What follows belongs to an exercise in optimizing a design on an open flow for small area, a short achievable clock period and few clock cycles per item; a production flow would make more cautious choices. In this exercise RTL edits were held to simulation tests only and were not proved equivalent to the original.

File: flow/design.v
module gf_mul (
    input  wire       f10,
    input  wire [9:0] a,
    input  wire [9:0] b,
    output wire [9:0] p
);
    reg [18:0] c;
    integer i;
    always @(*) begin
        c = 19'd0;
        for (i = 0; i < 10; i = i + 1)
            if (b[i]) c = c ^ ({9'd0, a} << i);
    end
    wire [9:0] r10, r8;
    gf_red10 u_r10 (.c(c),        .r(r10));
    gf_red8  u_r8  (.c(c[14:0]),  .r(r8));
    assign p = f10 ? r10 : r8;
endmodule
module gf_sq (
    input  wire       f10,
    input  wire [9:0] x,
    output wire [9:0] y
);
    reg [18:0] c;
    integer i;
    always @(*) begin
        c = 19'd0;
        for (i = 0; i < 10; i = i + 1)
            c[2 * i] = x[i];
    end
    wire [9:0] r10, r8;
    gf_red10 u_r10 (.c(c),        .r(r10));
    gf_red8  u_r8  (.c(c[14:0]),  .r(r8));
    assign y = f10 ? r10 : r8;
endmodule
module gf_red10 (
    input  wire [18:0] c,
    output wire [9:0]  r
);
    reg [18:0] t;
    integer i;
    always @(*) begin
        t = c;
        for (i = 18; i >= 10; i = i - 1)
            if (t[i]) t = t ^ (19'h409 << (i - 10));
    end
    assign r = t[9:0];
endmodule
module gf_red8 (
    input  wire [14:0] c,
    output wire [9:0]  r
);
    reg [14:0] t;
    integer i;
    always @(*) begin
        t = c;
        for (i = 14; i >= 8; i = i - 1)
            if (t[i]) t = t ^ (15'h11B << (i - 8));
    end
    assign r = {2'b00, t[7:0]};
endmodule
module eac_add10 (
    input  wire [9:0] s,
    input  wire [9:0] c,
    output wire [9:0] e
);
    wire [9:0] g0 = s & c;
    wire [9:0] p0 = s ^ c;
    reg [9:0] g, p;
    integer i, j, k;
    always @(*) begin
        g = g0;
        p = p0;
        for (k = 0; k < 4; k = k + 1)
            for (i = 0; i < 10; i = i + 1)
                if ((i >> k) & 1) begin
                    j = ((i >> k) << k) - 1;
                    g[i] = g[i] | (p[i] & g[j]);
                    p[i] = p[i] & p[j];
                end
    end
    wire       gall = g[9];
    wire [9:0] cin  = {g[8:0] | (p[8:0] & {9{gall}}), gall};
    assign e = p0 ^ cin;
endmodule
module gf_pow4 (
    input  wire       f10,
    input  wire [9:0] x,
    output wire [9:0] y
);
    reg [36:0] c10;
    reg [28:0] c8;
    integer i;
    always @(*) begin
        c10 = 37'd0;
        c8  = 29'd0;
        for (i = 0; i < 10; i = i + 1)
            c10[4 * i] = x[i];
        for (i = 0; i < 8; i = i + 1)
            c8[4 * i] = x[i];
        for (i = 36; i >= 10; i = i - 1)
            if (c10[i]) c10 = c10 ^ (37'h409 << (i - 10));
        for (i = 28; i >= 8; i = i - 1)
            if (c8[i]) c8 = c8 ^ (29'h11B << (i - 8));
    end
    assign y = f10 ? c10[9:0] : {2'b00, c8[7:0]};
endmodule
module gf8_exp_lo (
    input  wire [3:0] addr,
    output wire [7:0] data
);
    wire [127:0] tab = 128'h3513F8A196722E1AFF5533110F050301;
    assign data = tab[8 * addr +: 8];
endmodule
module gf8_exp_hi (
    input  wire [3:0] addr,
    output wire [7:0] data
);
    wire [127:0] tab = 128'h391245FC9B9FC3FBFEB5834C53E55F01;
    assign data = tab[8 * addr +: 8];
endmodule
module gf8_log_rom (
    input  wire [7:0] addr,
    output wire [7:0] data
);
  wire new_n17, new_n18, new_n19, new_n20, new_n21, new_n22, new_n23,
    new_n24, new_n25, new_n26, new_n27, new_n28, new_n29, new_n30, new_n31,
    new_n32, new_n33, new_n34, new_n35, new_n36, new_n37, new_n38, new_n39,
    new_n40, new_n41, new_n42, new_n43, new_n44, new_n45, new_n46, new_n47,
    new_n48, new_n49, new_n50, new_n51, new_n52, new_n53, new_n54, new_n55,
    new_n56, new_n57, new_n58, new_n59, new_n60, new_n61, new_n62, new_n63,
    new_n64, new_n65, new_n66, new_n67, new_n68, new_n69, new_n70, new_n71,
    new_n72, new_n73, new_n74, new_n75, new_n76, new_n77, new_n78, new_n79,
    new_n80, new_n81, new_n82, new_n83, new_n84, new_n85, new_n86, new_n87,
    new_n88, new_n89, new_n90, new_n91, new_n92, new_n93, new_n94, new_n95,
    new_n96, new_n97, new_n98, new_n99, new_n100, new_n101, new_n102,
    new_n103, new_n104, new_n105, new_n106, new_n107, new_n108, new_n109,
    new_n110, new_n111, new_n112, new_n113, new_n114, new_n115, new_n116,
    new_n117, new_n118, new_n119, new_n120, new_n121, new_n122, new_n123,
    new_n124, new_n125, new_n126, new_n127, new_n128, new_n129, new_n130,
    new_n131, new_n132, new_n133, new_n134, new_n135, new_n136, new_n137,
    new_n138, new_n139, new_n140, new_n141, new_n142, new_n143, new_n144,
    new_n145, new_n146, new_n147, new_n148, new_n149, new_n150, new_n151,
    new_n152, new_n154, new_n155, new_n156, new_n157, new_n158, new_n159,
    new_n160, new_n161, new_n162, new_n163, new_n164, new_n165, new_n166,
    new_n167, new_n168, new_n169, new_n170, new_n171, new_n172, new_n173,
    new_n174, new_n175, new_n176, new_n177, new_n178, new_n179, new_n180,
    new_n181, new_n182, new_n183, new_n184, new_n185, new_n186, new_n187,
    new_n188, new_n189, new_n190, new_n191, new_n192, new_n193, new_n194,
    new_n195, new_n196, new_n197, new_n198, new_n199, new_n200, new_n201,
    new_n202, new_n203, new_n204, new_n205, new_n206, new_n207, new_n208,
    new_n209, new_n210, new_n211, new_n212, new_n213, new_n214, new_n215,
    new_n216, new_n217, new_n218, new_n219, new_n220, new_n221, new_n222,
    new_n223, new_n224, new_n225, new_n226, new_n227, new_n228, new_n229,
    new_n230, new_n231, new_n232, new_n233, new_n234, new_n235, new_n236,
    new_n237, new_n238, new_n239, new_n240, new_n241, new_n242, new_n243,
    new_n244, new_n245, new_n246, new_n247, new_n248, new_n249, new_n251,
    new_n252, new_n253, new_n254, new_n255, new_n256, new_n257, new_n258,
    new_n259, new_n260, new_n261, new_n262, new_n263, new_n264, new_n265,
    new_n266, new_n267, new_n268, new_n269, new_n270, new_n271, new_n272,
    new_n273, new_n274, new_n275, new_n276, new_n277, new_n278, new_n279,
    new_n280, new_n281, new_n282, new_n283, new_n284, new_n285, new_n286,
    new_n287, new_n288, new_n289, new_n290, new_n291, new_n292, new_n293,
    new_n294, new_n295, new_n296, new_n297, new_n298, new_n299, new_n300,
    new_n301, new_n302, new_n303, new_n304, new_n305, new_n306, new_n307,
    new_n308, new_n309, new_n310, new_n311, new_n312, new_n313, new_n314,
    new_n315, new_n316, new_n317, new_n318, new_n319, new_n320, new_n321,
    new_n322, new_n323, new_n324, new_n325, new_n326, new_n327, new_n328,
    new_n330, new_n331, new_n332, new_n333, new_n334, new_n335, new_n336,
    new_n337, new_n338, new_n339, new_n340, new_n341, new_n342, new_n343,
    new_n344, new_n345, new_n346, new_n347, new_n348, new_n349, new_n350,
    new_n351, new_n352, new_n353, new_n354, new_n355, new_n356, new_n357,
    new_n358, new_n359, new_n360, new_n361, new_n362, new_n363, new_n364,
    new_n365, new_n366, new_n367, new_n368, new_n369, new_n370, new_n371,
    new_n372, new_n373, new_n374, new_n375, new_n376, new_n377, new_n378,
    new_n379, new_n380, new_n381, new_n382, new_n383, new_n384, new_n385,
    new_n386, new_n387, new_n388, new_n389, new_n390, new_n391, new_n392,
    new_n393, new_n395, new_n396, new_n397, new_n398, new_n399, new_n400,
    new_n401, new_n402, new_n403, new_n404, new_n405, new_n406, new_n407,
    new_n408, new_n409, new_n410, new_n411, new_n412, new_n413, new_n414,
    new_n415, new_n416, new_n417, new_n418, new_n419, new_n420, new_n421,
    new_n422, new_n423, new_n424, new_n425, new_n426, new_n427, new_n428,
    new_n429, new_n430, new_n431, new_n432, new_n433, new_n434, new_n435,
    new_n436, new_n437, new_n438, new_n439, new_n440, new_n441, new_n442,
    new_n443, new_n444, new_n445, new_n446, new_n447, new_n448, new_n449,
    new_n450, new_n451, new_n453, new_n454, new_n455, new_n456, new_n457,
    new_n458, new_n459, new_n460, new_n461, new_n462, new_n463, new_n464,
    new_n465, new_n466, new_n467, new_n468, new_n469, new_n470, new_n471,
    new_n472, new_n473, new_n474, new_n475, new_n476, new_n477, new_n478,
    new_n479, new_n480, new_n481, new_n482, new_n483, new_n484, new_n485,
    new_n486, new_n487, new_n488, new_n489, new_n490, new_n491, new_n492,
    new_n493, new_n494, new_n495, new_n496, new_n497, new_n498, new_n499,
    new_n500, new_n501, new_n502, new_n503, new_n504, new_n505, new_n506,
    new_n507, new_n508, new_n509, new_n510, new_n511, new_n512, new_n513,
    new_n514, new_n516, new_n517, new_n518, new_n519, new_n520, new_n521,
    new_n522, new_n523, new_n524, new_n525, new_n526, new_n527, new_n528,
    new_n529, new_n530, new_n531, new_n532, new_n533, new_n534, new_n535,
    new_n536, new_n537, new_n538, new_n539, new_n540, new_n541, new_n542,
    new_n543, new_n544, new_n545, new_n546, new_n547, new_n548, new_n549,
    new_n550, new_n551, new_n552, new_n553, new_n554, new_n555, new_n556,
    new_n557, new_n558, new_n559, new_n560, new_n561, new_n562, new_n563,
    new_n564, new_n565, new_n566, new_n567, new_n568, new_n569, new_n570,
    new_n571, new_n572, new_n573, new_n574, new_n575, new_n576, new_n578,
    new_n579, new_n580, new_n581, new_n582, new_n583, new_n584, new_n585,
    new_n586, new_n587, new_n588, new_n589, new_n590, new_n591, new_n592,
    new_n593, new_n594, new_n595, new_n596, new_n597, new_n598, new_n599,
    new_n600, new_n601, new_n602, new_n603, new_n604, new_n605, new_n606,
    new_n607, new_n608, new_n609, new_n610, new_n611, new_n612, new_n613,
    new_n614, new_n615, new_n616, new_n617, new_n618, new_n619, new_n620,
    new_n621, new_n622, new_n623, new_n624, new_n625, new_n626, new_n627,
    new_n628, new_n629, new_n630, new_n631, new_n632, new_n633, new_n634;
  assign new_n17 = addr[0] & addr[1];
  assign new_n18 = addr[3] & ~new_n17;
  assign new_n19 = ~addr[1] & addr[2];
  assign new_n20 = new_n18 & ~new_n19;
  assign new_n21 = addr[1] & ~addr[2];
  assign new_n22 = new_n20 & ~new_n21;
  assign new_n23 = ~addr[2] & ~addr[3];
  assign new_n24 = addr[1] & new_n23;
  assign new_n25 = ~addr[3] & ~new_n21;
  assign new_n26 = ~addr[0] & ~addr[2];
  assign new_n27 = addr[0] & addr[2];
  assign new_n28 = ~new_n26 & ~new_n27;
  assign new_n29 = new_n25 & new_n28;
  assign new_n30 = ~new_n24 & ~new_n29;
  assign new_n31 = ~addr[0] & ~addr[1];
  assign new_n32 = ~new_n17 & ~new_n31;
  assign new_n33 = ~addr[0] & addr[2];
  assign new_n34 = ~addr[3] & ~new_n33;
  assign new_n35 = ~new_n32 & new_n34;
  assign new_n36 = ~new_n30 & ~new_n35;
  assign new_n37 = addr[4] & ~new_n36;
  assign new_n38 = ~new_n22 & new_n37;
  assign new_n39 = ~addr[2] & ~new_n31;
  assign new_n40 = new_n20 & ~new_n39;
  assign new_n41 = ~new_n18 & new_n39;
  assign new_n42 = ~addr[4] & ~new_n41;
  assign new_n43 = ~new_n40 & new_n42;
  assign new_n44 = ~addr[5] & ~new_n43;
  assign new_n45 = ~new_n38 & new_n44;
  assign new_n46 = ~addr[3] & ~new_n26;
  assign new_n47 = addr[1] & addr[2];
  assign new_n48 = addr[0] & ~addr[1];
  assign new_n49 = ~new_n47 & ~new_n48;
  assign new_n50 = new_n46 & new_n49;
  assign new_n51 = ~addr[4] & ~new_n50;
  assign new_n52 = addr[3] & ~new_n26;
  assign new_n53 = new_n32 & new_n52;
  assign new_n54 = new_n51 & ~new_n53;
  assign new_n55 = addr[2] & addr[3];
  assign new_n56 = addr[1] & new_n55;
  assign new_n57 = addr[4] & ~new_n56;
  assign new_n58 = addr[2] & ~addr[3];
  assign new_n59 = new_n17 & ~new_n58;
  assign new_n60 = ~addr[2] & addr[3];
  assign new_n61 = ~addr[1] & ~new_n60;
  assign new_n62 = ~new_n59 & ~new_n61;
  assign new_n63 = new_n57 & new_n62;
  assign new_n64 = addr[5] & ~new_n63;
  assign new_n65 = ~new_n54 & new_n64;
  assign new_n66 = ~new_n45 & ~new_n65;
  assign new_n67 = ~addr[7] & ~new_n66;
  assign new_n68 = addr[0] & addr[3];
  assign new_n69 = ~new_n21 & new_n68;
  assign new_n70 = addr[4] & ~new_n69;
  assign new_n71 = ~addr[1] & new_n60;
  assign new_n72 = new_n70 & ~new_n71;
  assign new_n73 = addr[0] & ~addr[2];
  assign new_n74 = ~addr[3] & ~new_n47;
  assign new_n75 = ~new_n73 & new_n74;
  assign new_n76 = new_n72 & ~new_n75;
  assign new_n77 = ~addr[4] & ~new_n55;
  assign new_n78 = addr[2] & new_n32;
  assign new_n79 = new_n46 & ~new_n78;
  assign new_n80 = new_n77 & ~new_n79;
  assign new_n81 = addr[5] & ~new_n80;
  assign new_n82 = ~new_n76 & new_n81;
  assign new_n83 = new_n48 & new_n58;
  assign new_n84 = new_n25 & ~new_n83;
  assign new_n85 = addr[4] & ~new_n84;
  assign new_n86 = addr[1] & addr[3];
  assign new_n87 = ~new_n26 & new_n86;
  assign new_n88 = new_n85 & ~new_n87;
  assign new_n89 = ~addr[0] & new_n74;
  assign new_n90 = ~addr[4] & ~new_n89;
  assign new_n91 = ~new_n52 & ~new_n86;
  assign new_n92 = new_n90 & new_n91;
  assign new_n93 = ~addr[5] & ~new_n92;
  assign new_n94 = ~new_n88 & new_n93;
  assign new_n95 = ~new_n82 & ~new_n94;
  assign new_n96 = addr[7] & ~new_n95;
  assign new_n97 = addr[6] & ~new_n96;
  assign new_n98 = ~new_n67 & new_n97;
  assign new_n99 = addr[3] & ~new_n28;
  assign new_n100 = ~addr[0] & addr[1];
  assign new_n101 = addr[3] & new_n100;
  assign new_n102 = ~new_n99 & ~new_n101;
  assign new_n103 = addr[4] & new_n102;
  assign new_n104 = ~new_n29 & new_n103;
  assign new_n105 = addr[3] & new_n28;
  assign new_n106 = ~new_n31 & new_n105;
  assign new_n107 = ~addr[4] & ~new_n86;
  assign new_n108 = ~addr[3] & ~new_n27;
  assign new_n109 = ~addr[0] & new_n47;
  assign new_n110 = new_n32 & ~new_n109;
  assign new_n111 = new_n108 & ~new_n110;
  assign new_n112 = new_n107 & ~new_n111;
  assign new_n113 = ~new_n106 & new_n112;
  assign new_n114 = ~new_n104 & ~new_n113;
  assign new_n115 = addr[5] & ~new_n114;
  assign new_n116 = ~addr[1] & ~addr[2];
  assign new_n117 = ~addr[3] & ~new_n116;
  assign new_n118 = ~new_n27 & ~new_n48;
  assign new_n119 = ~addr[4] & new_n118;
  assign new_n120 = ~new_n117 & new_n119;
  assign new_n121 = ~addr[5] & ~new_n120;
  assign new_n122 = new_n28 & new_n74;
  assign new_n123 = new_n61 & ~new_n68;
  assign new_n124 = ~new_n122 & new_n123;
  assign new_n125 = addr[4] & ~new_n59;
  assign new_n126 = ~new_n124 & new_n125;
  assign new_n127 = new_n121 & ~new_n126;
  assign new_n128 = addr[7] & ~new_n127;
  assign new_n129 = ~new_n115 & new_n128;
  assign new_n130 = ~new_n19 & ~new_n21;
  assign new_n131 = ~addr[0] & new_n130;
  assign new_n132 = addr[3] & new_n118;
  assign new_n133 = ~new_n130 & ~new_n132;
  assign new_n134 = ~new_n131 & ~new_n133;
  assign new_n135 = ~addr[4] & ~new_n134;
  assign new_n136 = addr[4] & ~new_n20;
  assign new_n137 = addr[1] & ~new_n28;
  assign new_n138 = new_n136 & ~new_n137;
  assign new_n139 = addr[5] & ~new_n138;
  assign new_n140 = ~new_n135 & new_n139;
  assign new_n141 = ~addr[4] & ~new_n24;
  assign new_n142 = new_n68 & ~new_n130;
  assign new_n143 = addr[3] & ~new_n142;
  assign new_n144 = new_n141 & ~new_n143;
  assign new_n145 = ~new_n31 & new_n58;
  assign new_n146 = new_n70 & ~new_n145;
  assign new_n147 = ~new_n144 & ~new_n146;
  assign new_n148 = ~addr[5] & ~new_n147;
  assign new_n149 = ~addr[7] & ~new_n148;
  assign new_n150 = ~new_n140 & new_n149;
  assign new_n151 = ~addr[6] & ~new_n150;
  assign new_n152 = ~new_n129 & new_n151;
  assign data[0] = ~new_n98 & ~new_n152;
  assign new_n154 = ~addr[1] & addr[3];
  assign new_n155 = ~addr[4] & ~new_n154;
  assign new_n156 = ~addr[3] & ~new_n83;
  assign new_n157 = ~new_n131 & new_n156;
  assign new_n158 = ~addr[3] & ~new_n157;
  assign new_n159 = new_n155 & ~new_n158;
  assign new_n160 = new_n18 & new_n39;
  assign new_n161 = addr[4] & ~new_n160;
  assign new_n162 = addr[0] & new_n74;
  assign new_n163 = addr[2] & ~new_n17;
  assign new_n164 = ~addr[3] & new_n163;
  assign new_n165 = ~new_n162 & ~new_n164;
  assign new_n166 = new_n161 & new_n165;
  assign new_n167 = ~addr[5] & ~new_n166;
  assign new_n168 = ~new_n159 & new_n167;
  assign new_n169 = addr[3] & ~new_n100;
  assign new_n170 = new_n49 & new_n169;
  assign new_n171 = ~addr[3] & ~new_n49;
  assign new_n172 = ~new_n170 & ~new_n171;
  assign new_n173 = ~addr[4] & ~new_n172;
  assign new_n174 = ~new_n27 & new_n154;
  assign new_n175 = addr[4] & ~new_n174;
  assign new_n176 = ~new_n157 & new_n175;
  assign new_n177 = addr[5] & ~new_n176;
  assign new_n178 = ~new_n173 & new_n177;
  assign new_n179 = ~addr[6] & ~new_n178;
  assign new_n180 = ~new_n168 & new_n179;
  assign new_n181 = ~new_n21 & ~new_n34;
  assign new_n182 = ~new_n52 & new_n181;
  assign new_n183 = ~new_n41 & ~new_n182;
  assign new_n184 = addr[4] & ~new_n183;
  assign new_n185 = ~new_n17 & new_n34;
  assign new_n186 = ~addr[4] & ~new_n185;
  assign new_n187 = new_n18 & ~new_n116;
  assign new_n188 = new_n186 & ~new_n187;
  assign new_n189 = ~addr[5] & ~new_n188;
  assign new_n190 = ~new_n184 & new_n189;
  assign new_n191 = addr[0] & ~addr[3];
  assign new_n192 = ~addr[2] & new_n191;
  assign new_n193 = ~new_n69 & ~new_n192;
  assign new_n194 = ~addr[0] & ~new_n19;
  assign new_n195 = new_n25 & new_n194;
  assign new_n196 = new_n193 & ~new_n195;
  assign new_n197 = addr[4] & ~new_n196;
  assign new_n198 = ~addr[0] & ~new_n116;
  assign new_n199 = ~addr[3] & ~new_n198;
  assign new_n200 = ~addr[4] & ~new_n71;
  assign new_n201 = ~new_n99 & new_n200;
  assign new_n202 = ~new_n199 & new_n201;
  assign new_n203 = ~new_n197 & ~new_n202;
  assign new_n204 = addr[5] & ~new_n203;
  assign new_n205 = addr[6] & ~new_n204;
  assign new_n206 = ~new_n190 & new_n205;
  assign new_n207 = ~new_n180 & ~new_n206;
  assign new_n208 = addr[7] & ~new_n207;
  assign new_n209 = ~new_n41 & new_n57;
  assign new_n210 = ~new_n69 & new_n209;
  assign new_n211 = new_n52 & ~new_n78;
  assign new_n212 = ~new_n116 & new_n191;
  assign new_n213 = ~addr[4] & ~new_n212;
  assign new_n214 = ~new_n211 & new_n213;
  assign new_n215 = ~addr[5] & ~new_n214;
  assign new_n216 = ~new_n210 & new_n215;
  assign new_n217 = ~addr[3] & ~new_n19;
  assign new_n218 = ~addr[0] & ~new_n25;
  assign new_n219 = new_n217 & ~new_n218;
  assign new_n220 = ~new_n164 & ~new_n174;
  assign new_n221 = new_n27 & ~new_n154;
  assign new_n222 = new_n220 & ~new_n221;
  assign new_n223 = ~new_n219 & new_n222;
  assign new_n224 = ~addr[4] & ~new_n223;
  assign new_n225 = ~new_n73 & new_n161;
  assign new_n226 = addr[5] & ~new_n225;
  assign new_n227 = ~new_n224 & new_n226;
  assign new_n228 = ~new_n216 & ~new_n227;
  assign new_n229 = addr[6] & ~new_n228;
  assign new_n230 = new_n32 & new_n34;
  assign new_n231 = new_n103 & ~new_n230;
  assign new_n232 = ~new_n58 & ~new_n60;
  assign new_n233 = addr[1] & ~new_n232;
  assign new_n234 = ~addr[4] & ~new_n233;
  assign new_n235 = ~addr[1] & new_n28;
  assign new_n236 = new_n232 & new_n235;
  assign new_n237 = new_n234 & ~new_n236;
  assign new_n238 = addr[5] & ~new_n237;
  assign new_n239 = ~new_n231 & new_n238;
  assign new_n240 = ~addr[2] & ~addr[4];
  assign new_n241 = ~new_n18 & new_n240;
  assign new_n242 = addr[1] & new_n191;
  assign new_n243 = addr[4] & ~new_n242;
  assign new_n244 = ~addr[5] & ~new_n243;
  assign new_n245 = ~new_n241 & new_n244;
  assign new_n246 = ~addr[6] & ~new_n245;
  assign new_n247 = ~new_n239 & new_n246;
  assign new_n248 = ~new_n229 & ~new_n247;
  assign new_n249 = ~addr[7] & ~new_n248;
  assign data[1] = ~new_n208 & ~new_n249;
  assign new_n251 = ~new_n58 & new_n137;
  assign new_n252 = ~addr[4] & ~new_n162;
  assign new_n253 = ~new_n251 & new_n252;
  assign new_n254 = ~new_n25 & ~new_n198;
  assign new_n255 = addr[4] & ~new_n254;
  assign new_n256 = new_n33 & ~new_n154;
  assign new_n257 = new_n255 & ~new_n256;
  assign new_n258 = ~addr[5] & ~new_n257;
  assign new_n259 = ~new_n253 & new_n258;
  assign new_n260 = ~new_n109 & new_n200;
  assign new_n261 = ~new_n28 & new_n217;
  assign new_n262 = new_n68 & ~new_n116;
  assign new_n263 = addr[5] & ~new_n262;
  assign new_n264 = ~new_n261 & new_n263;
  assign new_n265 = ~new_n260 & new_n264;
  assign new_n266 = ~new_n259 & ~new_n265;
  assign new_n267 = ~addr[6] & ~new_n266;
  assign new_n268 = addr[0] & new_n25;
  assign new_n269 = ~new_n105 & ~new_n268;
  assign new_n270 = addr[4] & ~new_n269;
  assign new_n271 = ~new_n32 & new_n52;
  assign new_n272 = ~new_n195 & new_n200;
  assign new_n273 = ~new_n271 & new_n272;
  assign new_n274 = addr[5] & ~new_n273;
  assign new_n275 = ~new_n270 & new_n274;
  assign new_n276 = ~addr[4] & ~new_n56;
  assign new_n277 = ~new_n122 & new_n276;
  assign new_n278 = ~addr[1] & ~addr[3];
  assign new_n279 = ~new_n48 & ~new_n278;
  assign new_n280 = new_n57 & new_n279;
  assign new_n281 = ~new_n277 & ~new_n280;
  assign new_n282 = ~addr[5] & ~new_n281;
  assign new_n283 = addr[6] & ~new_n282;
  assign new_n284 = ~new_n275 & new_n283;
  assign new_n285 = ~new_n267 & ~new_n284;
  assign new_n286 = addr[7] & ~new_n285;
  assign new_n287 = new_n47 & new_n191;
  assign new_n288 = ~new_n53 & ~new_n287;
  assign new_n289 = ~addr[4] & ~new_n288;
  assign new_n290 = ~addr[5] & ~new_n289;
  assign new_n291 = ~new_n55 & new_n100;
  assign new_n292 = addr[3] & ~new_n194;
  assign new_n293 = ~new_n291 & ~new_n292;
  assign new_n294 = addr[4] & new_n293;
  assign new_n295 = new_n290 & ~new_n294;
  assign new_n296 = ~new_n199 & ~new_n271;
  assign new_n297 = addr[4] & ~new_n296;
  assign new_n298 = new_n25 & ~new_n194;
  assign new_n299 = addr[1] & new_n68;
  assign new_n300 = new_n77 & ~new_n299;
  assign new_n301 = ~new_n298 & new_n300;
  assign new_n302 = addr[5] & ~new_n301;
  assign new_n303 = ~new_n297 & new_n302;
  assign new_n304 = ~new_n295 & ~new_n303;
  assign new_n305 = ~addr[6] & ~new_n304;
  assign new_n306 = ~addr[0] & new_n19;
  assign new_n307 = ~new_n137 & ~new_n306;
  assign new_n308 = ~new_n71 & new_n141;
  assign new_n309 = new_n307 & new_n308;
  assign new_n310 = new_n25 & ~new_n78;
  assign new_n311 = addr[4] & ~new_n261;
  assign new_n312 = addr[3] & new_n19;
  assign new_n313 = new_n311 & ~new_n312;
  assign new_n314 = ~new_n310 & new_n313;
  assign new_n315 = ~new_n309 & ~new_n314;
  assign new_n316 = addr[5] & ~new_n315;
  assign new_n317 = ~new_n83 & ~new_n218;
  assign new_n318 = new_n107 & new_n317;
  assign new_n319 = ~new_n55 & ~new_n132;
  assign new_n320 = addr[1] & new_n46;
  assign new_n321 = addr[4] & ~new_n320;
  assign new_n322 = new_n319 & new_n321;
  assign new_n323 = ~new_n318 & ~new_n322;
  assign new_n324 = ~addr[5] & ~new_n323;
  assign new_n325 = addr[6] & ~new_n324;
  assign new_n326 = ~new_n316 & new_n325;
  assign new_n327 = ~new_n305 & ~new_n326;
  assign new_n328 = ~addr[7] & ~new_n327;
  assign data[2] = ~new_n286 & ~new_n328;
  assign new_n330 = ~new_n19 & new_n132;
  assign new_n331 = ~addr[4] & ~new_n330;
  assign new_n332 = ~new_n142 & new_n331;
  assign new_n333 = ~new_n100 & new_n332;
  assign new_n334 = addr[4] & ~new_n132;
  assign new_n335 = ~new_n187 & new_n334;
  assign new_n336 = ~new_n212 & new_n335;
  assign new_n337 = ~addr[5] & ~new_n336;
  assign new_n338 = ~new_n333 & new_n337;
  assign new_n339 = addr[1] & ~new_n34;
  assign new_n340 = ~new_n73 & ~new_n339;
  assign new_n341 = new_n77 & ~new_n340;
  assign new_n342 = new_n57 & ~new_n230;
  assign new_n343 = addr[5] & ~new_n342;
  assign new_n344 = ~new_n341 & new_n343;
  assign new_n345 = ~addr[6] & ~new_n344;
  assign new_n346 = ~new_n338 & new_n345;
  assign new_n347 = new_n37 & ~new_n142;
  assign new_n348 = ~addr[4] & ~new_n100;
  assign new_n349 = new_n340 & new_n348;
  assign new_n350 = new_n121 & ~new_n349;
  assign new_n351 = ~new_n347 & new_n350;
  assign new_n352 = ~new_n117 & ~new_n142;
  assign new_n353 = new_n348 & ~new_n352;
  assign new_n354 = addr[4] & ~new_n26;
  assign new_n355 = ~new_n25 & new_n354;
  assign new_n356 = addr[5] & ~new_n355;
  assign new_n357 = ~new_n353 & new_n356;
  assign new_n358 = addr[6] & ~new_n357;
  assign new_n359 = ~new_n351 & new_n358;
  assign new_n360 = ~new_n346 & ~new_n359;
  assign new_n361 = ~addr[7] & ~new_n360;
  assign new_n362 = ~new_n145 & new_n332;
  assign new_n363 = new_n28 & new_n217;
  assign new_n364 = ~new_n299 & ~new_n363;
  assign new_n365 = new_n161 & new_n364;
  assign new_n366 = ~addr[5] & ~new_n365;
  assign new_n367 = ~new_n362 & new_n366;
  assign new_n368 = addr[3] & new_n110;
  assign new_n369 = ~addr[4] & ~new_n368;
  assign new_n370 = ~new_n320 & new_n369;
  assign new_n371 = ~new_n52 & ~new_n100;
  assign new_n372 = ~new_n75 & new_n371;
  assign new_n373 = addr[4] & ~new_n291;
  assign new_n374 = ~new_n372 & new_n373;
  assign new_n375 = addr[5] & ~new_n374;
  assign new_n376 = ~new_n370 & new_n375;
  assign new_n377 = ~new_n367 & ~new_n376;
  assign new_n378 = addr[6] & ~new_n377;
  assign new_n379 = ~new_n111 & ~new_n154;
  assign new_n380 = new_n161 & new_n379;
  assign new_n381 = ~new_n20 & ~new_n56;
  assign new_n382 = new_n186 & new_n381;
  assign new_n383 = ~addr[5] & ~new_n382;
  assign new_n384 = ~new_n380 & new_n383;
  assign new_n385 = ~new_n145 & ~new_n368;
  assign new_n386 = addr[4] & ~new_n385;
  assign new_n387 = ~new_n219 & new_n331;
  assign new_n388 = addr[5] & ~new_n387;
  assign new_n389 = ~new_n386 & new_n388;
  assign new_n390 = ~new_n384 & ~new_n389;
  assign new_n391 = ~addr[6] & ~new_n390;
  assign new_n392 = addr[7] & ~new_n391;
  assign new_n393 = ~new_n378 & new_n392;
  assign data[3] = ~new_n361 & ~new_n393;
  assign new_n395 = addr[3] & new_n163;
  assign new_n396 = ~new_n36 & ~new_n395;
  assign new_n397 = new_n90 & ~new_n396;
  assign new_n398 = new_n31 & ~new_n232;
  assign new_n399 = new_n209 & ~new_n398;
  assign new_n400 = ~new_n397 & ~new_n399;
  assign new_n401 = ~addr[5] & ~new_n400;
  assign new_n402 = ~new_n157 & new_n369;
  assign new_n403 = new_n311 & ~new_n330;
  assign new_n404 = addr[5] & ~new_n403;
  assign new_n405 = ~new_n402 & new_n404;
  assign new_n406 = ~new_n401 & ~new_n405;
  assign new_n407 = ~addr[7] & ~new_n406;
  assign new_n408 = new_n23 & ~new_n100;
  assign new_n409 = new_n335 & ~new_n408;
  assign new_n410 = ~new_n130 & ~new_n191;
  assign new_n411 = new_n77 & new_n410;
  assign new_n412 = ~addr[5] & ~new_n411;
  assign new_n413 = ~new_n409 & new_n412;
  assign new_n414 = ~new_n78 & new_n243;
  assign new_n415 = new_n39 & ~new_n68;
  assign new_n416 = new_n155 & ~new_n415;
  assign new_n417 = addr[5] & ~new_n416;
  assign new_n418 = ~new_n414 & new_n417;
  assign new_n419 = addr[7] & ~new_n418;
  assign new_n420 = ~new_n413 & new_n419;
  assign new_n421 = ~new_n407 & ~new_n420;
  assign new_n422 = addr[6] & ~new_n421;
  assign new_n423 = ~new_n50 & ~new_n75;
  assign new_n424 = ~addr[4] & ~new_n271;
  assign new_n425 = new_n423 & new_n424;
  assign new_n426 = addr[4] & ~new_n154;
  assign new_n427 = ~new_n53 & new_n426;
  assign new_n428 = ~new_n425 & ~new_n427;
  assign new_n429 = addr[5] & ~new_n428;
  assign new_n430 = addr[4] & new_n28;
  assign new_n431 = new_n364 & new_n430;
  assign new_n432 = ~addr[4] & new_n198;
  assign new_n433 = ~addr[5] & ~new_n432;
  assign new_n434 = ~new_n431 & new_n433;
  assign new_n435 = ~new_n429 & ~new_n434;
  assign new_n436 = ~addr[7] & ~new_n435;
  assign new_n437 = new_n30 & new_n72;
  assign new_n438 = new_n90 & new_n102;
  assign new_n439 = addr[5] & ~new_n438;
  assign new_n440 = ~new_n437 & new_n439;
  assign new_n441 = ~new_n48 & new_n58;
  assign new_n442 = ~new_n73 & ~new_n441;
  assign new_n443 = new_n155 & ~new_n442;
  assign new_n444 = ~addr[0] & new_n25;
  assign new_n445 = new_n70 & ~new_n444;
  assign new_n446 = ~new_n443 & ~new_n445;
  assign new_n447 = ~addr[5] & ~new_n446;
  assign new_n448 = addr[7] & ~new_n447;
  assign new_n449 = ~new_n440 & new_n448;
  assign new_n450 = ~new_n436 & ~new_n449;
  assign new_n451 = ~addr[6] & ~new_n450;
  assign data[4] = ~new_n422 & ~new_n451;
  assign new_n453 = ~new_n89 & ~new_n287;
  assign new_n454 = ~new_n26 & new_n154;
  assign new_n455 = new_n453 & ~new_n454;
  assign new_n456 = addr[4] & ~new_n455;
  assign new_n457 = new_n348 & new_n410;
  assign new_n458 = ~new_n456 & ~new_n457;
  assign new_n459 = ~addr[5] & ~new_n458;
  assign new_n460 = ~new_n107 & ~new_n234;
  assign new_n461 = new_n61 & ~new_n193;
  assign new_n462 = ~new_n218 & ~new_n461;
  assign new_n463 = ~new_n460 & ~new_n462;
  assign new_n464 = addr[4] & ~new_n235;
  assign new_n465 = ~new_n84 & new_n464;
  assign new_n466 = addr[5] & ~new_n465;
  assign new_n467 = ~new_n463 & new_n466;
  assign new_n468 = ~new_n459 & ~new_n467;
  assign new_n469 = ~addr[7] & ~new_n468;
  assign new_n470 = new_n243 & ~new_n262;
  assign new_n471 = ~addr[4] & ~new_n183;
  assign new_n472 = ~new_n470 & ~new_n471;
  assign new_n473 = ~addr[5] & ~new_n89;
  assign new_n474 = ~new_n472 & new_n473;
  assign new_n475 = ~new_n191 & new_n232;
  assign new_n476 = ~new_n17 & ~new_n475;
  assign new_n477 = ~addr[4] & ~new_n476;
  assign new_n478 = ~new_n35 & new_n70;
  assign new_n479 = addr[5] & ~new_n478;
  assign new_n480 = ~new_n477 & new_n479;
  assign new_n481 = addr[7] & ~new_n480;
  assign new_n482 = ~new_n474 & new_n481;
  assign new_n483 = ~new_n469 & ~new_n482;
  assign new_n484 = ~addr[6] & ~new_n483;
  assign new_n485 = ~addr[2] & ~new_n455;
  assign new_n486 = addr[4] & ~new_n78;
  assign new_n487 = ~new_n485 & new_n486;
  assign new_n488 = new_n107 & new_n220;
  assign new_n489 = addr[5] & ~new_n488;
  assign new_n490 = ~new_n487 & new_n489;
  assign new_n491 = new_n334 & new_n453;
  assign new_n492 = ~new_n298 & new_n319;
  assign new_n493 = new_n107 & ~new_n492;
  assign new_n494 = ~new_n491 & ~new_n493;
  assign new_n495 = ~addr[5] & ~new_n494;
  assign new_n496 = addr[7] & ~new_n495;
  assign new_n497 = ~new_n490 & new_n496;
  assign new_n498 = addr[4] & ~new_n395;
  assign new_n499 = ~new_n86 & ~new_n278;
  assign new_n500 = ~addr[2] & ~new_n499;
  assign new_n501 = new_n498 & ~new_n500;
  assign new_n502 = ~addr[4] & ~new_n278;
  assign new_n503 = ~new_n143 & new_n502;
  assign new_n504 = addr[5] & ~new_n503;
  assign new_n505 = ~new_n501 & new_n504;
  assign new_n506 = ~new_n48 & ~new_n339;
  assign new_n507 = new_n161 & ~new_n506;
  assign new_n508 = new_n51 & ~new_n299;
  assign new_n509 = ~addr[5] & ~new_n508;
  assign new_n510 = ~new_n507 & new_n509;
  assign new_n511 = ~addr[7] & ~new_n510;
  assign new_n512 = ~new_n505 & new_n511;
  assign new_n513 = addr[6] & ~new_n512;
  assign new_n514 = ~new_n497 & new_n513;
  assign data[5] = new_n484 | new_n514;
  assign new_n516 = ~addr[0] & ~new_n278;
  assign new_n517 = addr[4] & ~new_n47;
  assign new_n518 = ~new_n516 & new_n517;
  assign new_n519 = ~new_n299 & ~new_n306;
  assign new_n520 = ~new_n460 & new_n519;
  assign new_n521 = ~new_n518 & ~new_n520;
  assign new_n522 = ~addr[1] & new_n192;
  assign new_n523 = addr[5] & ~new_n522;
  assign new_n524 = ~new_n521 & new_n523;
  assign new_n525 = new_n136 & ~new_n157;
  assign new_n526 = ~new_n17 & new_n52;
  assign new_n527 = ~new_n108 & ~new_n526;
  assign new_n528 = ~addr[4] & ~new_n19;
  assign new_n529 = ~new_n46 & new_n528;
  assign new_n530 = ~new_n527 & new_n529;
  assign new_n531 = ~addr[5] & ~new_n530;
  assign new_n532 = ~new_n525 & new_n531;
  assign new_n533 = ~addr[6] & ~new_n532;
  assign new_n534 = ~new_n524 & new_n533;
  assign new_n535 = ~new_n36 & ~new_n142;
  assign new_n536 = ~addr[4] & ~new_n535;
  assign new_n537 = addr[5] & ~new_n527;
  assign new_n538 = ~new_n536 & new_n537;
  assign new_n539 = new_n193 & new_n317;
  assign new_n540 = new_n498 & ~new_n539;
  assign new_n541 = new_n107 & ~new_n441;
  assign new_n542 = ~addr[5] & ~new_n541;
  assign new_n543 = ~new_n540 & new_n542;
  assign new_n544 = addr[6] & ~new_n543;
  assign new_n545 = ~new_n538 & new_n544;
  assign new_n546 = ~new_n534 & ~new_n545;
  assign new_n547 = addr[7] & ~new_n546;
  assign new_n548 = addr[3] & new_n307;
  assign new_n549 = ~addr[4] & ~new_n287;
  assign new_n550 = ~new_n548 & new_n549;
  assign new_n551 = ~new_n169 & new_n311;
  assign new_n552 = ~addr[5] & ~new_n551;
  assign new_n553 = ~new_n550 & new_n552;
  assign new_n554 = addr[4] & ~new_n195;
  assign new_n555 = ~new_n106 & new_n554;
  assign new_n556 = ~new_n68 & new_n200;
  assign new_n557 = ~new_n310 & new_n556;
  assign new_n558 = addr[5] & ~new_n557;
  assign new_n559 = ~new_n555 & new_n558;
  assign new_n560 = ~addr[6] & ~new_n559;
  assign new_n561 = ~new_n553 & new_n560;
  assign new_n562 = ~new_n78 & new_n293;
  assign new_n563 = new_n276 & ~new_n562;
  assign new_n564 = ~new_n163 & new_n255;
  assign new_n565 = ~new_n563 & ~new_n564;
  assign new_n566 = ~addr[5] & ~new_n565;
  assign new_n567 = addr[4] & new_n423;
  assign new_n568 = ~addr[4] & ~new_n99;
  assign new_n569 = ~new_n164 & new_n568;
  assign new_n570 = ~new_n567 & ~new_n569;
  assign new_n571 = addr[5] & ~new_n101;
  assign new_n572 = ~new_n570 & new_n571;
  assign new_n573 = addr[6] & ~new_n572;
  assign new_n574 = ~new_n566 & new_n573;
  assign new_n575 = ~new_n561 & ~new_n574;
  assign new_n576 = ~addr[7] & ~new_n575;
  assign data[6] = ~new_n547 & ~new_n576;
  assign new_n578 = new_n141 & ~new_n287;
  assign new_n579 = new_n102 & new_n578;
  assign new_n580 = ~new_n21 & new_n373;
  assign new_n581 = ~new_n410 & new_n580;
  assign new_n582 = addr[5] & ~new_n581;
  assign new_n583 = ~new_n579 & new_n582;
  assign new_n584 = ~new_n31 & new_n442;
  assign new_n585 = addr[4] & ~new_n584;
  assign new_n586 = ~addr[4] & new_n163;
  assign new_n587 = ~new_n171 & new_n586;
  assign new_n588 = ~addr[5] & ~new_n587;
  assign new_n589 = ~new_n585 & new_n588;
  assign new_n590 = ~new_n583 & ~new_n589;
  assign new_n591 = addr[6] & ~new_n590;
  assign new_n592 = addr[3] & ~new_n307;
  assign new_n593 = new_n85 & ~new_n592;
  assign new_n594 = new_n218 & new_n499;
  assign new_n595 = ~addr[4] & ~new_n221;
  assign new_n596 = ~new_n594 & new_n595;
  assign new_n597 = addr[5] & ~new_n596;
  assign new_n598 = ~new_n593 & new_n597;
  assign new_n599 = addr[0] & ~new_n74;
  assign new_n600 = new_n464 & ~new_n599;
  assign new_n601 = ~addr[4] & new_n372;
  assign new_n602 = ~addr[5] & ~new_n601;
  assign new_n603 = ~new_n600 & new_n602;
  assign new_n604 = ~new_n598 & ~new_n603;
  assign new_n605 = ~addr[6] & ~new_n604;
  assign new_n606 = addr[7] & ~new_n605;
  assign new_n607 = ~new_n591 & new_n606;
  assign new_n608 = ~new_n86 & new_n194;
  assign new_n609 = addr[0] & new_n55;
  assign new_n610 = ~new_n23 & ~new_n609;
  assign new_n611 = ~new_n608 & new_n610;
  assign new_n612 = addr[4] & ~new_n611;
  assign new_n613 = ~new_n19 & ~new_n609;
  assign new_n614 = new_n51 & new_n613;
  assign new_n615 = addr[5] & ~new_n614;
  assign new_n616 = ~new_n612 & new_n615;
  assign new_n617 = ~new_n330 & new_n347;
  assign new_n618 = new_n181 & new_n348;
  assign new_n619 = ~addr[5] & ~new_n618;
  assign new_n620 = ~new_n617 & new_n619;
  assign new_n621 = ~new_n616 & ~new_n620;
  assign new_n622 = addr[6] & ~new_n621;
  assign new_n623 = ~new_n516 & ~new_n527;
  assign new_n624 = new_n136 & ~new_n623;
  assign new_n625 = new_n290 & ~new_n624;
  assign new_n626 = new_n70 & ~new_n100;
  assign new_n627 = ~new_n192 & new_n528;
  assign new_n628 = ~new_n160 & new_n627;
  assign new_n629 = ~new_n626 & ~new_n628;
  assign new_n630 = addr[5] & ~new_n629;
  assign new_n631 = ~addr[6] & ~new_n630;
  assign new_n632 = ~new_n625 & new_n631;
  assign new_n633 = ~addr[7] & ~new_n632;
  assign new_n634 = ~new_n622 & new_n633;
  assign data[7] = ~new_n607 & ~new_n634;
endmodule
module gf_alu (
    input  wire        clk,
    input  wire        rst,
    input  wire        start,
    input  wire [7:0]  op,
    input  wire [31:0] a,
    input  wire [31:0] b,
    output wire        ready,
    output reg         done,
    output wire [31:0] result,
    output reg         err,
    output wire [7:0]  errcode
);
    localparam [2:0] C_ADD  = 3'd0;    
    localparam [2:0] C_MUL  = 3'd1;    
    localparam [2:0] C_POW  = 3'd2;    
    localparam [2:0] C_LOOP = 3'd3;    
    localparam [2:0] C_ERRZ = 3'd4;    
    localparam [2:0] C_ILL  = 3'd5;    
    localparam [2:0] C_EXP  = 3'd6;    
    reg        errz;
    reg  [9:0] res;
    assign result  = {22'd0, res};
    assign errcode = {3'b000, err, 3'b000, errz};
    reg        v1;          
    reg  [2:0] cls;
    reg        f10;         
    reg  [9:0] p, q;        
    reg  [9:0] s;           
    reg  [9:0] c;           
    reg  [9:0] x;           
    reg  [1:0] cnt;         
    wire last    = (cls != C_POW) && !((cls == C_LOOP) && (cnt != 2'd0));
    assign ready = ~v1 | last;
    wire accept  = start & ready;
    wire       fin = op[5];                     
    wire [9:0] am  = {a[9:8] & {2{fin}}, a[7:0]};
    wire [9:0] bm  = {b[9:8] & {2{fin}}, b[7:0]};
    wire       a8z  = (a[7:0] == 8'd0);
    wire       a10z = a8z & (a[9:8] == 2'd0);
    wire [9:0] a2;
    gf_sq u_sqa (.f10(fin), .x(am), .y(a2));
    wire [7:0] log_a;
    gf8_log_rom u_log (.addr(a[7:0]), .data(log_a));
    wire [9:0] u10 = b[9:0], v10 = b[19:10], w10 = b[29:20], z10 = {8'd0, b[31:30]};
    wire [9:0] s10a = u10 ^ v10 ^ w10;
    wire [9:0] k10a = (u10 & v10) | (u10 & w10) | (v10 & w10);
    wire [9:0] c10a = {k10a[8:0], k10a[9]};
    wire [9:0] s10  = s10a ^ c10a ^ z10;
    wire [9:0] k10b = (s10a & c10a) | (s10a & z10) | (c10a & z10);
    wire [9:0] c10  = {k10b[8:0], k10b[9]};
    wire [7:0] u8 = b[7:0], v8 = b[15:8], w8 = b[23:16], z8 = b[31:24];
    wire [7:0] s8a = u8 ^ v8 ^ w8;
    wire [7:0] k8a = (u8 & v8) | (u8 & w8) | (v8 & w8);
    wire [7:0] c8a = {k8a[6:0], k8a[7]};
    wire [7:0] s8  = s8a ^ c8a ^ z8;
    wire [7:0] k8b = (s8a & c8a) | (s8a & z8) | (c8a & z8);
    wire [7:0] c8  = {k8b[6:0], k8b[7]};
    reg [2:0] cls_in;
    reg [9:0] p_in, q_in, s_in, c_in;
    always @(*) begin
        p_in = am;
        q_in = bm;
        s_in = fin ? s10 : {s8, 2'b11};      
        c_in = fin ? c10 : {c8, 2'b00};
        case (op)
            8'h10, 8'h20: begin cls_in = C_ADD; p_in = am ^ bm; end
            8'h11, 8'h21: cls_in = C_MUL;
            8'h14: cls_in = C_EXP;
            8'h15: begin
                cls_in = a8z ? C_ERRZ : C_ADD;
                p_in   = {2'b00, log_a};
            end
            8'h12: begin
                cls_in = a8z ? C_ERRZ : C_EXP;
                p_in   = {2'b00, ~log_a};
            end
            8'h13, 8'h23: begin cls_in = C_POW; q_in = a2; end
            8'h22: begin
                cls_in = a10z ? C_ERRZ : C_POW;
                q_in   = a2;
                s_in   = 10'd1022;
                c_in   = 10'd0;
            end
            default: cls_in = C_ILL;
        endcase
    end
    wire       loop = (cls == C_LOOP);
    wire [9:0] p4, x2;
    gf_pow4 u_p4  (.f10(f10), .x(p),  .y(p4));
    gf_sq   u_sqx (.f10(f10), .x(x),  .y(x2));
    wire       texp = (cls == C_EXP);
    wire [7:0] exp_lo, exp_hi;
    gf8_exp_lo u_lo (.addr(p[3:0]), .data(exp_lo));
    gf8_exp_hi u_hi (.addr(p[7:4]), .data(exp_hi));
    wire [9:0] ma = loop ? p4 : texp ? {2'b00, exp_lo} : p;
    wire [9:0] mb = texp ? {2'b00, exp_hi} : q;
    wire [9:0] mp;
    gf_mul u_mul (.f10(f10), .a(ma), .b(mb), .p(mp));
    wire [9:0] e;
    eac_add10 u_eac (.s(s), .c(c), .e(e));
    reg [9:0] p_first, q_first;
    always @(*) begin
        case (e[9:8])
            2'd0:    p_first = 10'd1;
            2'd1:    p_first = p;
            2'd2:    p_first = q;
            default: p_first = mp;
        endcase
        case (e[7:6])
            2'd0:    q_first = 10'd1;
            2'd1:    q_first = p;
            2'd2:    q_first = q;
            default: q_first = mp;
        endcase
    end
    reg [9:0] q_loop;
    always @(*) begin
        case (s[9:8])
            2'd0:    q_loop = 10'd1;
            2'd1:    q_loop = x;
            2'd2:    q_loop = x2;
            default: q_loop = c;
        endcase
    end
    always @(posedge clk) begin
        err  <= (cls == C_ERRZ) || (cls == C_ILL);
        errz <= (cls == C_ERRZ);
        case (cls)
            C_ADD:                  res <= p;
            C_ERRZ, C_ILL:          res <= 10'd0;
            default:                res <= mp;
        endcase
    end
    always @(posedge clk) begin
        if (rst) begin
            v1   <= 1'b0;
            done <= 1'b0;
        end else begin
            done <= 1'b0;
            if (v1) begin
                if (last) begin
                    v1   <= 1'b0;
                    done <= 1'b1;
                end
                case (cls)
                    C_POW: begin
                        x   <= p;
                        c   <= mp;
                        p   <= p_first;
                        q   <= q_first;
                        s   <= {e[5:0], 4'd0};
                        cnt <= f10 ? 2'd3 : 2'd2;
                        cls <= C_LOOP;
                    end
                    C_LOOP: begin
                        p   <= mp;
                        q   <= q_loop;
                        s   <= {s[7:0], 2'b00};
                        cnt <= cnt - 2'd1;
                    end
                    default: ;
                endcase
            end
            if (accept) begin
                v1  <= 1'b1;
                cls <= cls_in;
                f10 <= fin;
                p   <= p_in;
                q   <= q_in;
                s   <= s_in;
                c   <= c_in;
            end
        end
    end
endmodule
File: flow/run.sh
#!/bin/bash
# synth_recipe.tcl (not shown) runs the flow's synth.tcl, then flattens the netlist and writes it again
# the make line also repeats each setting of config.mk as NAME=value (left out here)
make -C /OpenROAD-flow-scripts/flow DESIGN_CONFIG=/design/flow/config.mk WORK_HOME=/design/flow/orfs CLKGATE_MAP_FILE= SYNTH_SCRIPT=/design/flow/synth_recipe.tcl finish
File: flow/config.mk
export PLATFORM = sky130hd
export DESIGN_NAME = gf_alu
export DESIGN_NICKNAME = gf_alu
export VERILOG_FILES = /design/flow/design.v
export SDC_FILE = /design/flow/constraint.sdc
export NUM_CORES = 4
export LEC_CHECK = 0
export CAP_MARGIN = 20
export CORE_MARGIN = 2
export CORE_UTILIZATION = 40
export SETUP_SLACK_MARGIN = 3.0
export SLEW_MARGIN = 20
export TNS_END_PERCENT = 0
File: flow/constraint.sdc
create_clock -name core_clock -period 7.0 [get_ports {clk}]
set_input_delay 1.4000 -clock core_clock [delete_from_list [all_inputs] [get_ports {clk}]]
set_output_delay 1.4000 -clock core_clock [all_outputs]
set_load 0.01 [all_outputs]
==> results.rst, run 1 <==
.. list-table::
   :header-rows: 1

   * - Metric
     - Value
   * - Result of the run
     - timing/DRC/antenna clean
   * - Endpoint class of the critical path
     - register
   * - Gpl congestion
     - 0.9816
   * - Actual slew at the worst max-slew pin
     - 1161 ps
   * - First-pass GRT wire length
     - 67.95 mm
   * - Count leader, synth
     - nor2_1
   * - Std-Cell Core Area
     - 0.02763 mm2
   * - Crit Path Class
     - primary input to register
   * - DRC violation total after the first TritonRoute iteration
     - 1456
   * - Cell types occupying the most area after synthesis
     - edfxtp_1 (15%), xnor2_1 (6.9%), nor2_1 (5.9%)
   * - Drc violations
     - 0
   * - Number of warning messages in the yosys log
     - 7
   * - Number of cells produced by synthesis
     - 1444
   * - Largest stage delay, worst path
     - 520 ps
   * - Critical Path Start Type
     - primary input
   * - Number of antenna violations at the first check in global routing
     - 1
   * - Port Buffer Count
     - 67
   * - Clock Path Buffers
     - 2
   * - Unrepaired setup endpoints after global routing
     - yes
   * - Number of detailed-route iterations in the first pass
     - 6
   * - Initial core utilization
     - 40.36%
   * - P&R area growth vs syn
     - 22.87%
   * - Buffer cell driving the clock tree root
     - clkbuf_16
   * - Count of endpoints failing setup in the final report
     - 0
   * - Kind of cell adding the most delay to the critical path
     - compound AO/OA/AOI/OAI gates
   * - Proportion of netlist area held by the largest area contributor
     - 15.08%
   * - Commonest cells in the synthesized netlist
     - nor2_1 (175), nand2_1 (156), a21oi_1 (112)
   * - Filler cell count
     - 2724
   * - Yosys top cell by area
     - edfxtp_1
   * - Worst slack on hold paths
     - 475.8 ps
   * - Global-route usage over all layers
     - 30.46%
   * - Routed vias/inst
     - 6.107
   * - Number of global-route vias before repair
     - 11320
   * - Htree depth
     - 3
   * - Final hold violation count
     - 0
   * - Top-Level Pins
     - 118
   * - Floorplan die width
     - 171.0 um
   * - Average size of a mapped cell
     - 7.722 um2
   * - Most numerous cell on the critical path
     - o21ai_1
   * - Vias
     - 11680
   * - Worst path slowest cell
     - mux4_2
   * - Clock-pin transition on the worst setup and hold timing paths
     - 60 ps
   * - Flip-flop cell with the highest count after synthesis
     - edfxtp_1
   * - DPL Wire Length
     - 30.93 mm
   * - Area of the die
     - 0.02923 mm2
   * - Post-layout net count
     - 1682
   * - WP data arrival
     - 4260 ps
   * - Number of storage elements in the synthesis netlist
     - 70
   * - Post-layout instance count excluding filler cells
     - 1912
   * - Max Fanout on Critical Path
     - 14
   * - Max-capacitance violation count
     - 0
   * - Total Routed Length
     - 44.74 mm
   * - Cell area after synthesis
     - 0.01115 mm2
   * - Ratio of final minimum period to clock period
     - 59.71%
   * - Shortest period the worst path allows
     - 4179 ps
   * - Layout Skew
     - 7.850 ps
   * - Cell total after placement
     - 1808
   * - Remaining antenna violation count after routing
     - 0
   * - Count of flip-flops with a built-in enable after synthesis
     - 56
   * - Worst slew slack as a fraction of its limit
     - 22.32%
   * - Type of the most critical hold path
     - register to register
   * - Async SR Flop Fraction
     - 0%
   * - Clock sink count
     - 70
   * - GRT Residual Overflow
     - 0
   * - Fmax
     - 239.3 MHz
   * - Worst-Skew Late Latency
     - 340 ps
   * - Number of max-slew violations in the final report
     - 0
   * - Largest net degree at the start of global routing
     - 48
   * - Routed WL per cell
     - 23.40 um
   * - CP Data Required Time
     - 7080 ps
   * - Number of buffers created by CTS
     - 9
   * - Cells along the critical path
     - clkdlybuf4s15_2 > buf_12 > ha_1 > nor2_4 > buf_4 > a22oi_2 > or2_2 > o211ai_1 > o21ai_0 > mux4_2 > o21ai_2 > mux2i_1 > o21ai_1 > o21ai_1
   * - Standard-cell rows
     - 61
   * - Share of layout cells above drive strength 1
     - 18.72%
   * - Die height
     - 171.0 um
   * - Number of distinct standard cells referenced by the synthesized netlist
     - 86
   * - CTS tree
     - yes
   * - Buffer and inverter count on the worst path
     - 3
   * - Sequential share of the synthesized area
     - 17.59%
   * - Setup TNS Final
     - 0 ps
[kinds of logic (layout without fill, tap and decap cells)]
logic type | after synthesis | after routing | synth area share [%]
fa+ha+maj | 79 | 79 | 10.82
buf+inv | 200 | 261 | 8.258
compound gates | 417 | 417 | 24.45
xor+xnor | 154 | 154 | 15.06
simple gates | 487 | 488 | 19.58
other cells | 1 | 29 | 0.03363
flops | 70 | 70 | 17.59
mux | 36 | 36 | 4.208
[sequential cells by signal, summed over array words and instances, names as in the netlist, 2 cells and up]
name	cells
p	10
c	10
x	10
res	10
q	10
s	10
cls	3
cnt	2
[routing by layer]
layer / routed length, um / vias to the layer above / part of all wire, % / track usage (%)
met2: 20730 / 663 / 46 / 50.58
li1: - / 5252 / - / -
met1: 17830 / 5561 / 40 / 38.52
met4: 2965 / 0 / 6.6 / 17.28
met3: 3215 / 200 / 7.2 / 3.308
met5: 0 / - / 0 / 0
[cell type report]
cell class / instances / area [um2] / share of cell area, %
Antenna cell: 1 / 2.502 / 0.01826
Clock buffer: 11 / 275.3 / 2.009
Sequential cell: 70 / 1962 / 14.32
Inverter: 66 / 257.7 / 1.881
Tap cell: 378 / 473.0 / 3.452
Multi-Input combinational cell: 1202 / 9029 / 65.90
Timing Repair Buffer: 179 / 1665 / 12.16
Clock inverter: 5 / 36.28 / 0.2648
[worst paths after layout]
check,cells after the start,start,to,slack (ps)
worst min-delay path,1,v1$_SDFF_PP0_,done$_SDFF_PP0_,480
worst max-delay path,14,a[1],p[0]$_DFFE_PP_,2820
worst max register to register,16,p[4]$_DFFE_PP_,p[3]$_DFFE_PP_,2830
worst min register to register,1,v1$_SDFF_PP0_,done$_SDFF_PP0_,480
[cell usage in the layout, fill, tap and decap left out, types with 20 or more instances in the layout]
cell	netlist	layout
a21oi_1	112	102
a31oi_1	20	20
buf_4	32	99
clkdlybuf4s50_1	0	61
conb_1	1	28
edfxtp_1	56	56
fa_1	29	29
ha_1	50	36
inv_1	64	57
mux2i_1	21	21
nand2_1	156	151
nand3_1	31	30
nor2_1	175	165
nor3_1	30	27
o21ai_0	101	88
xnor2_1	88	83
xor2_1	39	34
[timing repair]
action	CTS	global route
setup endpoints to repair	50	48
buffers inserted	77	7
pin swaps	29	10
hold buffers	0	0
gates cloned	3	0
gates resized for setup	155	23
[per-stage QoR]
stage	instance area (um2)	setup WS (ps)	utilization, %
after floorplan	11260	2960	-
after global placement	11910	1303	43.10
after detailed placement	11910	1324	43.10
after CTS	13530	2918	48.96
after global routing	13700	2702	49.59
final	13700	2821	49.59
Testbench counts, summed over its fixed seeds: cycles 4,818, items 3,200.
==> run 2, diff against run 1 <==
--- a/flow/design.v
+++ b/flow/design.v
@@ -849,6 +849,7 @@
     localparam [2:0] C_ERRZ = 3'd4;    
     localparam [2:0] C_ILL  = 3'd5;    
     localparam [2:0] C_EXP  = 3'd6;    
+    localparam [2:0] C_LOG  = 3'd7;    
     reg        errz;
     reg  [9:0] res;
     assign result  = {22'd0, res};
@@ -897,14 +898,17 @@
         case (op)
             8'h10, 8'h20: begin cls_in = C_ADD; p_in = am ^ bm; end
             8'h11, 8'h21: cls_in = C_MUL;
-            8'h14: cls_in = C_EXP;
+            8'h14: begin
+                cls_in = C_EXP;
+                c_in   = {2'b00, a[7:0]};
+            end
             8'h15: begin
-                cls_in = a8z ? C_ERRZ : C_ADD;
-                p_in   = {2'b00, log_a};
+                cls_in = a8z ? C_ERRZ : C_LOG;
+                c_in   = {2'b00, log_a};
             end
             8'h12: begin
                 cls_in = a8z ? C_ERRZ : C_EXP;
-                p_in   = {2'b00, ~log_a};
+                c_in   = {2'b00, ~log_a};
             end
             8'h13, 8'h23: begin cls_in = C_POW; q_in = a2; end
             8'h22: begin
@@ -922,8 +926,8 @@
     gf_sq   u_sqx (.f10(f10), .x(x),  .y(x2));
     wire       texp = (cls == C_EXP);
     wire [7:0] exp_lo, exp_hi;
-    gf8_exp_lo u_lo (.addr(p[3:0]), .data(exp_lo));
-    gf8_exp_hi u_hi (.addr(p[7:4]), .data(exp_hi));
+    gf8_exp_lo u_lo (.addr(c[3:0]), .data(exp_lo));
+    gf8_exp_hi u_hi (.addr(c[7:4]), .data(exp_hi));
     wire [9:0] ma = loop ? p4 : texp ? {2'b00, exp_lo} : p;
     wire [9:0] mb = texp ? {2'b00, exp_hi} : q;
     wire [9:0] mp;
@@ -959,6 +963,7 @@
         errz <= (cls == C_ERRZ);
         case (cls)
             C_ADD:                  res <= p;
+            C_LOG:                  res <= c;
             C_ERRZ, C_ILL:          res <= 10'd0;
             default:                res <= mp;
         endcase
--- a/flow/config.mk
+++ b/flow/config.mk
@@ -7,7 +7,7 @@
 export LEC_CHECK = 0
 export CAP_MARGIN = 20
 export CORE_MARGIN = 2
-export CORE_UTILIZATION = 40
-export SETUP_SLACK_MARGIN = 3.0
+export CORE_UTILIZATION = 30
+export SETUP_SLACK_MARGIN = 2.4
 export SLEW_MARGIN = 20
 export TNS_END_PERCENT = 0
==> run 2 against run 1 <==
- critical path depth rose by 1
- sequential share of layout area rose by 1.2 points
- count of clock-buffer cells in the layout did not move
- global-route usage fell by 8.1 points
- cell area fell by 7.8%
- non-clock buffer count fell by 50
- critical endpoint is now c[3]$_DFFE_PP_
- largest cell class unchanged
==> results.rst, run 2 <==
.. list-table::
   :header-rows: 1

   * - Metric
     - Value
   * - Worst reg2reg startpoint
     - c[4]$_DFFE_PP_
   * - Dpl ws
     - 1533 ps (+209.0 ps)
   * - Cell total after placement
     - 1875 (+3.7%)
   * - Setup TNS Final
     - 0 ps (unchanged)
   * - Post-layout instance count excluding filler cells
     - 1913 (+0.052%)
   * - Cells on Worst Hold Path
     - 2 (+1)
   * - Actual slew at the worst max-slew pin
     - 944.6 ps (-216.9 ps)
   * - Most common cell after layout, fill and taps aside
     - nor2_1
   * - Area of the die
     - 0.03791 mm2 (+30%)
   * - Number of detailed-route iterations in the first pass
     - 7 (+1)
   * - Remaining antenna violation count after routing
     - 0 (unchanged)
   * - Terminus of the critical flop-to-flop path
     - q[1]$_DFFE_PP_
   * - Number of max-slew violations in the final report
     - 0 (unchanged)
   * - Worst reg-to-reg path cell count
     - 15 (-1)
   * - Worst slew slack as a fraction of its limit
     - 37.02% (+15 points)
   * - Inserted Diodes
     - 0 (-1)
   * - Clock sink count
     - 70 (unchanged)
   * - Proportion of netlist area held by the largest area contributor
     - 15.41% (+0.33 points)
   * - Die height
     - 194.7 um (+14%)
   * - Count leader, synth
     - nor2_1
   * - Slack of the worst reg-to-reg path
     - 2350 ps (-480 ps)
   * - Number of distinct standard cells referenced by the synthesized netlist
     - 86 (unchanged)
   * - Count of flip-flops with a built-in enable after synthesis
     - 56 (unchanged)
   * - GRT Residual Overflow
     - 0 (unchanged)
   * - Top-Level Pins
     - 118 (unchanged)
   * - Count of endpoints failing setup in the final report
     - 0 (unchanged)
   * - Number of storage elements in the synthesis netlist
     - 70 (unchanged)
   * - Average size of a mapped cell
     - 7.733 um2 (+0.15%)
   * - Global-route usage over all layers
     - 22.37% (-8.1 points)
   * - Buffer cell driving the clock tree root
     - clkbuf_16
   * - Final hold violation count
     - 0 (unchanged)
   * - DPL Wire Length
     - 31.87 mm (+3.0%)
   * - Fmax
     - 212.9 MHz (-11%)
   * - Hold_buf cts
     - 0 (unchanged)
   * - Number of global-route vias before repair
     - 10580 (-6.6%)
   * - Async SR Flop Fraction
     - 0% (unchanged)
   * - Clock Path Buffers
     - 2 (unchanged)
   * - Flip-flop cell with the highest count after synthesis
     - edfxtp_1
   * - P&R area growth vs syn
     - 15.74%
   * - Type of the most critical hold path
     - register to register
   * - Port Buffer Count
     - 67 (unchanged)
   * - Unrepaired setup endpoints after global routing
     - yes
   * - WHS Endpoint
     - done$_SDFF_PP0_
   * - Share of layout cells above drive strength 1
     - 10.33% (-8.4 points)
   * - Layout Skew
     - 5.403 ps (-2.447 ps)
   * - Endpoint class of the critical path
     - register
   * - Buffer and inverter count on the worst path
     - 4 (+1)
   * - Most numerous cell on the critical path
     - a21oi_1
   * - Standard-cell rows
     - 69 (+13%)
   * - Critical Path Start Type
     - primary input
   * - Cell area after synthesis
     - 0.01091 mm2 (-2.1%)
   * - Most frequent cells in the layout
     - nor2_1 (176), nand2_1 (126), a21oi_1 (107)
   * - Largest net degree at the start of global routing
     - 48 (unchanged)
   * - Kind of cell adding the most delay to the critical path
     - compound AO/OA/AOI/OAI gates
   * - Yosys top cell by area
     - edfxtp_1
   * - Max-capacitance violation count
     - 0 (unchanged)
   * - Worst Hold Launch
     - v1$_SDFF_PP0_
   * - Drc violations
     - 0 (unchanged)
   * - Worst path slowest cell
     - ha_1
   * - Post-layout net count
     - 1601 (-4.8%)
   * - Routed vias/inst
     - 5.927 (-2.9%)
   * - Setup WS post-layout
     - 2302 ps (-518.5 ps)
   * - Largest stage delay, worst path
     - 450 ps (-70 ps)
   * - Worst-Skew Late Latency
     - 330 ps (about the same)
   * - Routed WL per cell
     - 22.69 um (-3.0%)
   * - Number of buffers created by CTS
     - 9 (unchanged)
   * - Htree depth
     - 3 (unchanged)
   * - Sequential share of the synthesized area
     - 17.98% (+0.39 points)
   * - Shortest period the worst path allows
     - 4698 ps (+518.5 ps)
   * - Std-Cell Core Area
     - 0.03566 mm2 (+29%)
   * - Total Routed Length
     - 43.41 mm (-3.0%)
   * - Number of warning messages in the yosys log
     - 7 (unchanged)
   * - DRC violation total after the first TritonRoute iteration
     - 1480 (+1.6%)
   * - Number of antenna violations at the first check in global routing
     - 0 (-1)
   * - CTS tree
     - yes
   * - CP Data Required Time
     - 7070 ps (about the same)
   * - Ratio of final minimum period to clock period
     - 67.11% (+7.4 points)
   * - Commonest cells in the synthesized netlist
     - nor2_1 (177), nand2_1 (126), a21oi_1 (110)
   * - Cell types occupying the most area after synthesis
     - edfxtp_1 (15%), xnor2_1 (8.6%), nor2_1 (6.1%)
   * - Number of cells produced by synthesis
     - 1411 (-2.3%)
   * - Clock-pin transition on the worst setup and hold timing paths
     - 50 ps (about the same)
   * - WP data arrival
     - 4770 ps (+510 ps)
   * - Cells along the critical path
     - clkdlybuf4s50_1 > buf_6 > clkinvlp_4 > buf_4 > ha_1 > nor2_1 > nor4_2 > a211o_1 > a21oi_1 > o311ai_0 > o21ai_1 > nand2_1 > o21ai_0 > a21oi_2 > a21oi_1
   * - Initial core utilization
     - 30.60% (-9.8 points)
   * - First-pass GRT wire length
     - 65.81 mm (-3.2%)
   * - Vias
     - 11340 (-2.9%)
   * - Floorplan die width
     - 194.7 um (+14%)
   * - Max Fanout on Critical Path
     - 16 (+2)
   * - Gpl congestion
     - 0.9826 (+0.10%)
   * - Crit Path Class
     - primary input to register
   * - Result of the run
     - timing/DRC/antenna clean
[run 2: changes by cell type after synthesis, moves of 10 or more]
cell,delta
nor2b_1,+11
and2_1,-12
xnor2_1,+19
inv_1,-26
o22ai_1,+12
nand3_1,-14
a22oi_1,+10
nand2_1,-30
[run 2: cell families (layout without fill, tap and decap cells)]
logic type | Yosys count | after routing | synth area share [%]
adders and majority gates | 76 | 76 | 10.71
AOI/OAI and AO/OA | 439 | 439 | 26.32
DFF | 70 | 70 | 17.98
xor gates and xnor gates | 162 | 162 | 14.88
other | 1 | 28 | 0.03437
buffers and inverters | 172 | 185 | 7.293
muxes | 39 | 39 | 4.116
and+or+nand+nor | 452 | 453 | 18.67
[run 2: cell type report]
class	instances	area [um2]
fillers	3730	23030
clock buffers	11	232.7
well taps	461	576.8
multi-input cells	1197	8506
clock inverters	2	12.51
inverters	43	181.4
flip-flops and latches	70	1962
repair buffers	129	1159
[run 2: worst max-delay path by stage]
stage,from,end,cells past startpoint
2_1_floorplan,a[1],c[7]$_DFFE_PP_,14
3_3_place_gp,a[0],c[3]$_DFFE_PP_,14
3_5_place_dp,a[0],c[7]$_DFFE_PP_,12
4_1_cts,a[1],c[6]$_DFFE_PP_,15
5_1_grt,a[3],c[3]$_DFFE_PP_,13
6_report,a[2],c[3]$_DFFE_PP_,15
[run 2: tightest hold or removal path, stage by stage (launching register included)]
cell     delay, ps
dfxtp_1        340
nand2_1        110
nor2_1          50
[run 2: metal layers]
| layer | routed length (um) | GRT usage, % |
|---|---|---|
| met1 | 17660 | 30.17 |
| met2 | 19070 | 34.69 |
| met3 | 4368 | 4.407 |
| met4 | 2312 | 9.772 |
| met5 | 0 | 0 |
[run 2: repair_timing]
item                                    4_1_cts  5_1_grt
endpoints found under the setup margin       40       42
gates resized for setup                      34       27
gates cloned                                  1        0
pin swaps                                     3        3
setup buffers                                18        6
[run 2: through the flow]
stage	util [%]	area (um2)	hold WS (ps)
after CTS	34.94	12460	549.4
after global routing	35.42	12630	588.3
after global placement	33.40	11910	543.7
after detailed placement	33.42	11920	542.5
final	35.42	12630	548.7
after floorplan	-	11010	420.6
Testbench counts of run 2, summed over its fixed seeds: cycles 4,818, items 3,200.

==> static timing again, ports no longer ideal <==
How much do the figures lean on ideal ports? The routed layouts below were timed once more, with nothing changed but the port constraints. Step 1 (the two cells are an assumption about what drives the block):
set clk [get_ports {clk}]
set_driving_cell -lib_cell sky130_fd_sc_hd__clkbuf_16 $clk
set_driving_cell -lib_cell sky130_fd_sc_hd__buf_2 [delete_from_list [all_inputs] $clk]
Step 2 also shifts input and output timing later by t, the mid clock arrival at the registers, as if the neighbouring blocks saw the same clock. Slacks: no drivers / after step 1 / after step 2; pairs: no drivers / after step 1.
run	t, ns	setup slack, ns	latest minus earliest clock arrival (ns)	worst register clock-pin slew, ns
run 1	0.378	2.821 / 2.829 / 2.461	0.008 / 0.008	0.06 / 0.06
run 2	0.367	2.302 / 2.314 / 1.946	0.007 / 0.007	0.06 / 0.06
After both steps setup and hold are still met in every run listed. For run 1, which loses most, drivers alone change the setup slack by +0.008 ns; drivers and shift together by -0.360 ns.
